This is an optimization exercise on Yosys and OpenROAD, whose aim is small area, a short achievable clock period and few clock cycles per item, not a production implementation.
The RTL was checked by simulation tests, not by an equivalence proof against the original design.
Power and IR drop assume default switching activity.

Setup of umber:
==> flow/design.v (excerpt) <==
module nmea_decoder (
    input             clk,
    input             rst,
    input             cmd_valid,
    output            cmd_ready,
    input      [7:0]  cmd_op,
    input      [7:0]  cmd_arg,
    output reg        rsp_valid,
    output reg [7:0]  rsp_status,
    output reg [31:0] rsp_data,
    output            savail
);
    localparam MAXLINE = 120;
    localparam NW = 15;                  
    localparam OP_FEED   = 8'h01, OP_HAS    = 8'h02, OP_TAKE  = 8'h03, OP_LREAD = 8'h04;
    localparam OP_FRST   = 8'h30, OP_FNEXT  = 8'h31, OP_FEMPTY = 8'h32;
    localparam OP_TIMED  = 8'h33, OP_DATED  = 8'h34, OP_COORD = 8'h35, OP_RDREG = 8'h36;
    localparam ST_OK = 8'h00, ST_EMPTY = 8'h01, ST_NO_FIELD = 8'h02;
    localparam ST_BAD_FIELD = 8'h20, ST_BAD_HEMI = 8'h21, ST_OUT_OF_RANGE = 8'h22;
    localparam ST_BAD_OPERAND = 8'hFE, ST_ILLEGAL_OP = 8'hFF;
    localparam CH_LF = 8'h0A;
    reg [MAXLINE*8-1:0] buf0, buf1;
    reg        act;
    reg [6:0]  cur;
    reg        newf;
    reg [6:0]  fp;
    reg [7:0]  r_hour, r_min, r_sec, r_day, r_month, r_year;
    reg [9:0]  r_ms;
    reg [29:0] r_lat_raw, r_lon_raw;
    reg [31:0] r_lat_fix, r_lon_fix;
    reg [7:0]  r_lat_hemi, r_lon_hemi;
    reg [3:0]  r_valid;
    reg [6:0]  n;         
    reg        zset;      
    reg [6:0]  zpos;      
    reg        s_idle, s_fn, s_tk, s_hm, s_ev, s_lr, s_rw;
    reg        s_la, s_fx;    
    reg [3:0]  la;            
    reg        lok;           
    reg [1:0]  top;       
    reg        kind;      
    reg [3:0]  wp;        
    reg [1:0]  stp;       
    reg [2:0]  lb;        
    reg [4:0]  rarg;      
    reg        bad;       
  ...
Size in the first run: roughly 12,000 cells after synthesis, roughly 2,400 flip-flops, about 62 I/O pins, roughly 0.11 mm^2 of cells after synthesis.
Settings: LEC_CHECK=0, CAP_MARGIN=20, CORE_MARGIN=2, CORE_UTILIZATION=60, CTS_CLUSTER_DIAMETER=120, CTS_CLUSTER_SIZE=20, SLEW_MARGIN=30; clock period 32.0 ns.
standard.sh (not shown) runs the stock make flow with config.mk's settings and CLKGATE_MAP_FILE= SYNTH_SCRIPT=/design/flow/synth_recipe.tcl, a recipe that flattens the netlist after the stock synthesis.
==> flow/flow/run.sh <==
#!/bin/bash
# Standard layout, with timing repair asked to leave margin against the
# (unchanged) clock period so that the achieved period shrinks.
set -euo pipefail
export SETUP_SLACK_MARGIN=24.3
bash standard.sh > standard.log 2>&1
Testbench counts of umber, summed over its fixed seeds: cycles 30,572, ops 28,081.
### umber -> ember
- SLEW_MARGIN changed from 30 to 20
[summary]
Layout checks on ember: not met. Flow itself completed; violations: slew limit.
Relative to umber, the final cell area reported for ember is lower.
umber → ember: detailed-routed wire length on met2 essentially unchanged; combinational power shows a reduction of about 3%; amount of wire on met3 after detailed routing now larger; clock latency on the worst-skew pair was more or less identical.
Input-level comparison between indigo and ember:
- GPL_ROUTABILITY_DRIVEN now 0, previously not set
- SLEW_MARGIN now 30, was 20
### Flow results
indigo: full flow OK, the timing, DRC and antenna checks passed
ember and indigo ended up with roughly the same summed area of non-filler cells in the final layout.
indigo ends up with higher total power than ember does.
Layout buffer count excluding clock buffers came out lower on indigo than on ember.


Setup of the baseline:
Another version of the RTL of nmea_decoder (not shown whole).
Size: roughly 11000 cells after synthesis.
## nmea_decoder
module nmea_decoder (
    input             clk,
    input             rst,
    input             cmd_valid,
    output            cmd_ready,
    input      [7:0]  cmd_op,
    input      [7:0]  cmd_arg,
    output reg        rsp_valid,
    output reg [7:0]  rsp_status,
    output reg [31:0] rsp_data,
    output            savail
);
==> flow/config.mk <==
export PLATFORM = sky130hd
export DESIGN_NAME = nmea_decoder
export DESIGN_NICKNAME = nmea_decoder
export VERILOG_FILES = /design/flow/design.v
export SDC_FILE = /design/flow/constraint.sdc
export NUM_CORES = 4
export LEC_CHECK = 0
export CAP_MARGIN = 20
export CORE_MARGIN = 2
export CORE_UTILIZATION = 60
export CTS_CLUSTER_SIZE = 25
export SLEW_MARGIN = 20
==> flow/constraint.sdc <==
create_clock -name core_clock -period 32.0 [get_ports {clk}]
set_input_delay 6.4000 -clock core_clock [delete_from_list [all_inputs] [get_ports {clk}]]
set_output_delay 6.4000 -clock core_clock [all_outputs]
set_load 0.01 [all_outputs]
==> flow/flow/run.sh <==
#!/bin/bash
# Standard layout, with timing repair asked to leave margin against the
# (unchanged) clock period so that the achieved period shrinks.
set -euo pipefail
export SETUP_SLACK_MARGIN=25
bash standard.sh > standard.log 2>&1
Having completed the whole flow, the baseline delivered a layout that passed the timing, DRC and antenna checks.
Testbench counts of the baseline, summed over its fixed seeds: cycles 30,572, ops 28,081.
Input changes introduced in the candidate (baseline for comparison: the baseline):
Settings: an added CTS_CLUSTER_DIAMETER of 120; a change of CTS_CLUSTER_SIZE from 25 to 20.
==> flow/flow/run.sh <==
#!/bin/bash
# Standard layout, with timing repair asked to leave margin against the
# (unchanged) clock period so that the achieved period shrinks.
set -euo pipefail
export SETUP_SLACK_MARGIN=24.5
bash standard.sh > standard.log 2>&1
The candidate reached the final stage; the timing, DRC and antenna checks on its layout passed. Summary of the comparison: critical path depth is higher in the candidate, relative to the baseline. Clock power share was lower in the run labelled the candidate. Measured against the candidate, the clock buffer count in the final layout of the baseline comes out at 2.2 times the reference value. Compared with the baseline, in the candidate worst setup slack increased by 0.030 ns relative to the old numbers, estimated wirelength of the detail-placed design dropped 0.75%. The candidate: highest attainable clock frequency 0.37% above the baseline.

## afterwards: timing with drivers on the ports
The results above use ideal ports. As a check the final layouts listed here were re-extracted and re-timed, cells and wires unchanged.
Step 1 sets driving cells, clkbuf_16 on the clock port and buf_2 on the other inputs (assumed; they add their load-dependent delay and slew).
Step 2 also shifts input and output timing later by t, the mid clock arrival at the registers, as if the neighbouring blocks saw the same clock.
Three values: no drivers, after step 1, after step 2; two values: the first two.
run | t (ns) | setup WS [ns] | hold WS [ns] | clock arrival spread, ns
umber | 0.945 | 24.074 / 24.107 / 23.162 | 0.454 / 0.454 / 0.454 | 0.074 / 0.074
ember | 0.942 | 24.103 / 24.103 / 23.196 | 0.456 / 0.456 / 0.456 | 0.049 / 0.049
indigo | 0.948 | 24.140 / 24.077 / 23.230 | 0.457 / 0.457 / 0.457 | 0.054 / 0.054
the baseline | 1.016 | 23.933 / 23.957 / 22.941 | 0.453 / 0.453 / 0.453 | 0.082 / 0.083
the candidate | 0.955 | 23.963 / 23.998 / 23.043 | 0.456 / 0.456 / 0.456 | 0.070 / 0.070
The setup slack of the baseline, which loses most, moves by +0.024 ns with the drivers and by -0.992 ns with both steps.
